Context: an optimization exercise on an open-source flow, tuned for a short achievable clock period and few clock cycles per item. The choices shown serve that exercise and are no tape-out recipe.
Function was checked by simulation only, so behaviour that the tests miss may differ from the original.
Power figures rest on the tool's default switching activity, not on a simulated workload.

==> trial 88 <==
==> flow/design.v (excerpt) <==
module fps_top (
    input             clk,
    input             rst,           
    input             reg_we,
    input      [4:0]  reg_addr,
    input      [31:0] reg_wdata,
    output     [31:0] reg_rdata,
    output     [8:0]  ibuf_addr,
    input      [7:0]  ibuf_rdata,
    output reg        obuf_we,
    output reg [8:0]  obuf_addr,
    output reg [7:0]  obuf_wdata,
    output reg        fdesc_we,
    output reg [7:0]  fdesc_addr,
    output reg [31:0] fdesc_wdata,
    output            irq
);
==> flow/config.mk <==
export PLATFORM = sky130hd
export DESIGN_NAME = fps_top
export DESIGN_NICKNAME = fps_top
export VERILOG_FILES = /design/flow/design.v
export SDC_FILE = /design/flow/constraint.sdc
export NUM_CORES = 4
export LEC_CHECK = 0
export ABC_CLOCK_PERIOD_IN_PS = 4000
export CAP_MARGIN = 20
export CORE_MARGIN = 2
export CORE_UTILIZATION = 40
export PLACE_DENSITY = 0.6
export SETUP_SLACK_MARGIN = 4.0
export SLEW_MARGIN = 20
export TNS_END_PERCENT = 100
==> flow/constraint.sdc <==
create_clock -name core_clock -period 8.0 [get_ports {clk}]
set_input_delay 1.6000 -clock core_clock [delete_from_list [all_inputs] [get_ports {clk}]]
set_output_delay 1.6000 -clock core_clock [all_outputs]
set_load 0.01 [all_outputs]
run.sh (not shown) runs the stock make flow with config.mk's settings and CLKGATE_MAP_FILE= SYNTH_SCRIPT=/design/flow/synth_recipe.tcl, a recipe that flattens the netlist after the stock synthesis.
==> build 44 (differences from trial 88) <==
--- a/flow/design.v
+++ b/flow/design.v
@@ -19,25 +19,20 @@
                      R_ENC_ERR = 4'd4, R_MALFORMED = 4'd5, R_BAD_OP = 4'd6,
                      R_BAD_RANGE = 4'd7;
     reg        irq_en;
     reg [3:0]  op;
     reg [15:0] in_off, in_len;
     reg [7:0]  arg;
     reg        busy, done, chk_ok;
     reg [3:0]  result;
-    reg [8:0]  out_len;        
-    reg [7:0]  chk_result;
-    reg [23:0] rsp_hdr;
-    reg [15:0] rsp_chk;
-    reg [8:0]  rsp_offset;     
-    reg [7:0]  frame_count;    
-    reg [9:0]  ext_cursor;     
+    reg [15:0] slot [0:7];     
+    reg [7:0]  hdr_len;        
     reg [7:0]  telem;
-    reg [15:0] an [0:7];
+    reg        df;             
     reg        first;          
     reg        early;          
     reg [3:0]  early_code;
     reg        m_chk, m_enc, m_rsp, m_ext, m_df;    
     reg [8:0]  ra;             
     reg [9:0]  pidx;           
     reg [9:0]  cand;           
     reg [9:0]  rem;            
@@ -56,59 +51,44 @@
     reg        etail;          
     reg [9:0]  mark;
     reg        dbad;
     wire [7:0] b    = ibuf_rdata;
     wire       last = (rem == 10'd1);
     wire       start_wr = reg_we && reg_addr == 5'd0 && reg_wdata[0] && !busy;
     assign ibuf_addr = busy ? ra : in_off[8:0];    
     assign irq = done & irq_en;
-    wire [31:0] rv [0:31];
-    assign rv[0]  = {24'd0, op, 2'b00, irq_en, 1'b0};
-    assign rv[1]  = {23'd0, chk_ok, result, 2'b00, done, busy};
-    assign rv[2]  = {16'd0, in_off};
-    assign rv[3]  = {16'd0, in_len};
-    assign rv[4]  = {24'd0, arg};
-    assign rv[5]  = {23'd0, out_len};
-    assign rv[6]  = {24'd0, chk_result};
-    assign rv[7]  = {8'd0, rsp_hdr};
-    assign rv[8]  = {16'd0, rsp_chk};
-    assign rv[9]  = {23'd0, rsp_offset};
-    assign rv[10] = {24'd0, frame_count};
-    assign rv[11] = {22'd0, ext_cursor};
-    assign rv[12] = {24'd0, telem};
-    assign rv[13] = 32'd0;
-    assign rv[14] = 32'd0;
-    assign rv[15] = 32'd0;
+    wire [15:0] host [0:4];
+    assign host[0] = {8'd0, op, 2'b00, irq_en, 1'b0};
+    assign host[1] = {7'd0, chk_ok, result, 2'b00, done, busy};
+    assign host[2] = in_off;
+    assign host[3] = in_len;
+    assign host[4] = {8'd0, arg};
+    wire r0 = !reg_addr[4] && !reg_addr[3];         
+    wire r1 = !reg_addr[4] &&  reg_addr[3];         
+    wire r2 =  reg_addr[4] && !reg_addr[3];         
+    wire [15:0] lane [0:7];
     genvar g;
     generate
-        for (g = 0; g < 8; g = g + 1) begin : g_an
-            assign rv[16 + g] = {16'd0, an[g]};
-            assign rv[24 + g] = 32'd0;
+        for (g = 0; g < 8; g = g + 1) begin : g_lane
+            if (g < 4)
+                assign lane[g] = ({16{r0}} & host[g]) | ({16{(r1 && !df) || (r2 && df)}} & slot[g]);
+            else if (g == 4)
+                assign lane[g] = ({16{r0}} & host[g]) | ({16{r1}} & {8'd0, telem}) | ({16{r2 && df}} & slot[g]);
+            else
+                assign lane[g] = {16{(r0 && !df) || (r2 && df)}} & slot[g];
         end
     endgenerate
-    wire [31:0] s0 [0:15];
-    wire [31:0] s1 [0:7];
-    wire [31:0] s2 [0:3];
-    wire [31:0] s3 [0:1];
-    generate
-        for (g = 0; g < 16; g = g + 1) begin : g_s0
-            assign s0[g] = reg_addr[0] ? rv[2 * g + 1] : rv[2 * g];
-        end
-        for (g = 0; g < 8; g = g + 1) begin : g_s1
-            assign s1[g] = reg_addr[1] ? s0[2 * g + 1] : s0[2 * g];
-        end
-        for (g = 0; g < 4; g = g + 1) begin : g_s2
-            assign s2[g] = reg_addr[2] ? s1[2 * g + 1] : s1[2 * g];
-        end
-        for (g = 0; g < 2; g = g + 1) begin : g_s3
-            assign s3[g] = reg_addr[3] ? s2[2 * g + 1] : s2[2 * g];
-        end
-    endgenerate
-    assign reg_rdata = reg_addr[4] ? s3[1] : s3[0];
+    wire [15:0] l0 = reg_addr[0] ? lane[1] : lane[0];
+    wire [15:0] l1 = reg_addr[0] ? lane[3] : lane[2];
+    wire [15:0] l2 = reg_addr[0] ? lane[5] : lane[4];
+    wire [15:0] l3 = reg_addr[0] ? lane[7] : lane[6];
+    wire [15:0] m0 = reg_addr[1] ? l1 : l0;
+    wire [15:0] m1 = reg_addr[1] ? l3 : l2;
+    assign reg_rdata = {8'd0, (reg_addr == 5'd7) ? hdr_len : 8'd0, reg_addr[2] ? m1 : m0};
     wire [3:0]  wop = reg_wdata[7:4];
     wire [16:0] endp = {1'b0, in_off} + {1'b0, in_len};
     wire        bad_range = endp > 17'd512;
     wire        len_zero = in_len == 16'd0;
     reg  [3:0]  code0;
     always @(*) begin
         if (wop > 4'd4)                          code0 = R_BAD_OP;
         else if (bad_range)                      code0 = R_BAD_RANGE;
@@ -130,19 +110,18 @@
             rs <= 1'b0; rh1 <= 1'b0; rh2 <= 1'b0; rh3 <= 1'b0; rpay <= 1'b0; rchk <= 1'b0;
         end
     endtask
     integer i;
     always @(posedge clk) begin
         if (rst) begin
             irq_en <= 1'b0; op <= 4'd0; in_off <= 16'd0; in_len <= 16'd0; arg <= 8'd0;
             busy <= 1'b0; done <= 1'b0; chk_ok <= 1'b0; result <= 4'd0;
-            out_len <= 9'd0; chk_result <= 8'd0; rsp_hdr <= 24'd0; rsp_chk <= 16'd0;
-            rsp_offset <= 9'd0; frame_count <= 8'd0; ext_cursor <= 10'd0; telem <= 8'd0;
-            for (i = 0; i < 8; i = i + 1) an[i] <= 16'd0;
+            for (i = 0; i < 8; i = i + 1) slot[i] <= 16'd0;
+            hdr_len <= 8'd0; telem <= 8'd0; df <= 1'b0;
             first <= 1'b0; early <= 1'b0;
             m_chk <= 1'b0; m_enc <= 1'b0; m_rsp <= 1'b0; m_ext <= 1'b0; m_df <= 1'b0;
             epay <= 1'b0; ehdr <= 1'b0; etail <= 1'b0;
             rs <= 1'b0; rh1 <= 1'b0; rh2 <= 1'b0; rh3 <= 1'b0; rpay <= 1'b0; rchk <= 1'b0;
             obuf_we <= 1'b0; fdesc_we <= 1'b0;
             ra <= 9'd0;
         end else begin
             if (reg_we) begin
@@ -159,16 +138,17 @@
             cand     <= pidx;
             obuf_we  <= 1'b0;
             fdesc_we <= 1'b0;
             if (!busy) begin
                 if (start_wr) begin
                     busy  <= 1'b1;
                     done  <= 1'b0;
                     first <= 1'b1;
+                    df    <= wop == 4'd4;
                     early <= !go;
                     early_code <= code0;
                     m_chk <= go && wop == 4'd0;
                     m_enc <= go && wop == 4'd1;
                     m_rsp <= go && wop == 4'd2;
                     m_ext <= go && wop == 4'd3;
                     m_df  <= go && wop == 4'd4;
                     epay  <= go && wop == 4'd1 && !len_zero;
@@ -190,27 +170,25 @@
                     eph   <= 1'b0;
                     dbad  <= 1'b0;
                 end
             end else begin
                 ra   <= ra + 9'd1;
                 pidx <= pidx + 10'd1;
                 rem  <= rem - 10'd1;
                 if (first) begin
-                    chk_ok <= 1'b0; out_len <= 9'd0; chk_result <= 8'd0; rsp_hdr <= 24'd0;
-                    rsp_chk <= 16'd0; rsp_offset <= 9'd0; frame_count <= 8'd0;
-                    ext_cursor <= 10'd0; telem <= 8'd0;
-                    for (i = 0; i < 8; i = i + 1) an[i] <= 16'd0;
+                    chk_ok <= 1'b0; hdr_len <= 8'd0; telem <= 8'd0;
+                    for (i = 0; i < 8; i = i + 1) slot[i] <= 16'd0;
                 end
                 if (early)
                     finish(early_code);
                 if (m_chk) begin
                     acc <= acc ^ b;
                     if (last) begin
-                        chk_result <= acc ^ b;
+                        slot[6] <= {8'd0, acc ^ b};           
                         finish(R_OK);
                     end
                 end
                 if (epay) begin
                     acc        <= acc ^ b;
                     obuf_we    <= 1'b1;
                     obuf_addr  <= oidx;
                     obuf_wdata <= b;
@@ -228,24 +206,24 @@
                         2'd2: begin obuf_addr <= 9'd2; obuf_wdata <= arg_l; end
                         2'd3: begin obuf_addr <= 9'd3; obuf_wdata <= len8; end
                         default: begin obuf_addr <= len4; obuf_wdata <= acc; end
                     endcase
                     if (hcnt == 2'd0)
                         ehdr <= 1'b0;
                 end
                 if (m_enc && !epay && !ehdr) begin
-                    out_len    <= len4 + 9'd1;
-                    chk_result <= acc;
+                    slot[5] <= {7'd0, len4 + 9'd1};           
+                    slot[6] <= {8'd0, acc};                   
                     finish(R_OK);
                 end
                 if (rs) begin
                     prev <= (b == 8'h55);
                     if (prev && b == 8'hAB) begin
-                        rsp_offset <= cand[8:0];
+                        slot[1] <= {6'd0, cand};              
                         if (rem < 10'd4)
                             finish(R_INCOMPLETE);
                         else begin
                             rs  <= 1'b0;
                             rh1 <= 1'b1;
                         end
                     end else if (last)
                         finish(R_NOT_FOUND);
@@ -281,58 +259,59 @@
                     oidx       <= oidx + 9'd1;
                     pc         <= pc - 8'd1;
                     if (pc == 8'd1) begin
                         rpay <= 1'b0;
                         rchk <= 1'b1;
                     end
                 end
                 if (rchk) begin
-                    rsp_hdr <= {h_len, h_cmd, h_status};
-                    rsp_chk <= {acc, b};
-                    out_len <= {1'b0, h_len};
+                    hdr_len <= h_len;                         
+                    slot[7] <= {h_cmd, h_status};
+                    slot[0] <= {acc, b};                      
+                    slot[5] <= {8'd0, h_len};                 
                     chk_ok  <= (acc == b);
                     finish(R_OK);
                 end
                 if (etail)
                     finish(R_OK);
                 else if (m_ext) begin
                     if (!eph) begin
                         if (prev && b == 8'h7B) begin
                             mark <= cand;
                             eph  <= 1'b1;
                             prev <= 1'b0;
                         end else
                             prev <= (b == 8'h7A);
                         if (last) finish(R_OK);
                     end else if (b == 8'h7C) begin
                         fdesc_we    <= 1'b1;
-                        fdesc_addr  <= frame_count;
+                        fdesc_addr  <= slot[2][7:0];
                         fdesc_wdata <= {6'd0, pidx, 6'd0, mark};
-                        frame_count <= frame_count + 8'd1;
-                        ext_cursor  <= pidx + 10'd1;
+                        slot[2]     <= {8'd0, slot[2][7:0] + 8'd1};    
+                        slot[3]     <= {6'd0, pidx + 10'd1};           
                         eph         <= 1'b0;
                         if (last) etail <= 1'b1;
                     end else if (last)
                         finish(R_OK);
                 end
                 if (m_df) begin
                     if (dbad) begin
                         telem <= 8'd0;
-                        for (i = 0; i < 8; i = i + 1) an[i] <= 16'd0;
+                        for (i = 0; i < 8; i = i + 1) slot[i] <= 16'd0;
                         finish(R_MALFORMED);
                     end else if ((pidx == 10'd0 && b != 8'h7A) || (pidx == 10'd1 && b != 8'h7B))
                         finish(R_MALFORMED);
                     else if (pidx == 10'd19) begin
                         if (b == 8'h7C) finish(R_OK);
                         else dbad <= 1'b1;
                     end else if (pidx >= 10'd2) begin
-                        telem <= an[0][7:0];
-                        for (i = 0; i < 8; i = i + 1) begin
-                            an[i][7:0]  <= an[i][15:8];
-                            an[i][15:8] <= (i == 7) ? b : an[i + 1][7:0];
+                        telem <= slot[0][7:0];
+                        for (i = 0; i < 8; i = i + 1) begin   
+                            slot[i][7:0]  <= slot[i][15:8];
+                            slot[i][15:8] <= (i == 7) ? b : slot[i + 1][7:0];
                         end
                     end
                 end
             end
         end
     end
 endmodule
==> results.txt <==
Outcome: trial 88 no timing/DRC/antenna violations; build 44 no timing/DRC/antenna violations
Post-CTS Setup Inserts: trial 88 46; build 44 33
Largest fanout of any net on the critical path: trial 88 7; build 44 6
Hold path endpoint: trial 88 fdesc_wdata[7]; build 44 fdesc_wdata[2]
Post-synthesis instance area: trial 88 22600 sq um; build 44 20900 sq um
Average wire per standard cell: trial 88 22.8 microns; build 44 24.7 microns
Routed wl met3: trial 88 5780 microns; build 44 7880 microns
Post-synthesis simple-gate area fraction: trial 88 14.1%; build 44 16.0%
Fin util: trial 88 49.4%; build 44 48.7%
Post-layout total power: trial 88 5230 uW; build 44 4550 uW
Vias per inst: trial 88 5.89; build 44 6.11
Post-Synth Adder-Cell Area: trial 88 2.52%; build 44 2.73%
Sequential Area: trial 88 11300 sq um; build 44 9750 sq um
Testbench counts of trial 88, summed over its fixed seeds: cycles 34,775, ops 423.
Testbench counts of build 44, summed over its fixed seeds: cycles 34,775, ops 423.

========
==> cedar: inputs <==
fps_top, a different RTL version from the one above (not shown whole).
clock: 8.0 ns
lec_check: 0
abc_clock_period_in_ps: 4000
cap_margin: 20
core_margin: 2
core_utilization: 40
place_density: 0.6
setup_slack_margin: 4.0
slew_margin: 20
tns_end_percent: 100
==> garnet (differences from cedar) <==
Settings changed: ABC_CLOCK_PERIOD_IN_PS 4000 to not set, SETUP_SLACK_MARGIN 4.0 to not set, TNS_END_PERCENT 100 to not set.
==> notes <==
Area after synthesis is the same in garnet and cedar.
Between garnet and cedar, the lower clock power is in garnet (gap about 4%, measured against cedar).
Between garnet and cedar, the lower hold slack is in cedar (gap 0.0015 ns).
Non-clock buffer count: garnet is lower than cedar (152).
In synthesized cell count, cedar and garnet do not differ.
Sequential power is about the same in cedar and garnet.
Against garnet, the final cell count of cedar is higher by 4.5%.
Testbench counts of cedar, summed over its fixed seeds: cycles 34,775, ops 423.
Testbench counts of garnet, summed over its fixed seeds: cycles 34,775, ops 423.

[static timing again, ports no longer ideal]
The flow's constraints put no driver on any port. The routed layouts listed below were extracted and timed again, unchanged, in two steps. Step 1 sets driving cells, clkbuf_16 on the clock port and buf_2 on the other inputs (assumed; they add their load-dependent delay and slew). Step 2 times the ports against the registers' clock, not the clock port: input delays grow and output delays shrink by t, the midpoint of the rising clock arrivals with the driver on. Slacks: ideal / step 1 / step 2; pairs: ideal / step 1.
| run | shift t [ns] | setup WS [ns] | hold WS [ns] | clock arrival spread, ns | slew at the worst register clock pin (ns) |
|---|---|---|---|---|---|
| trial 88 | 0.663 | 3.266 / 2.854 / 2.854 | 0.419 / 0.419 / 0.419 | 0.010 / 0.011 | 0.07 / 0.07 |
| build 44 | 0.649 | 3.262 / 3.176 / 3.176 | 0.419 / 0.419 / 0.419 | 0.030 / 0.029 | 0.07 / 0.07 |
| cedar | 0.663 | 3.073 / 3.012 / 3.012 | 0.423 / 0.423 / 0.423 | 0.030 / 0.030 | 0.07 / 0.07 |
| garnet | 0.661 | 1.177 / 1.155 / 1.155 | 0.424 / 0.424 / 0.424 | 0.033 / 0.033 | 0.07 / 0.07 |
After both steps setup and hold are still met in every run listed. The setup slack of trial 88, which loses most, moves by -0.412 ns with the drivers and by -0.412 ns with both steps.
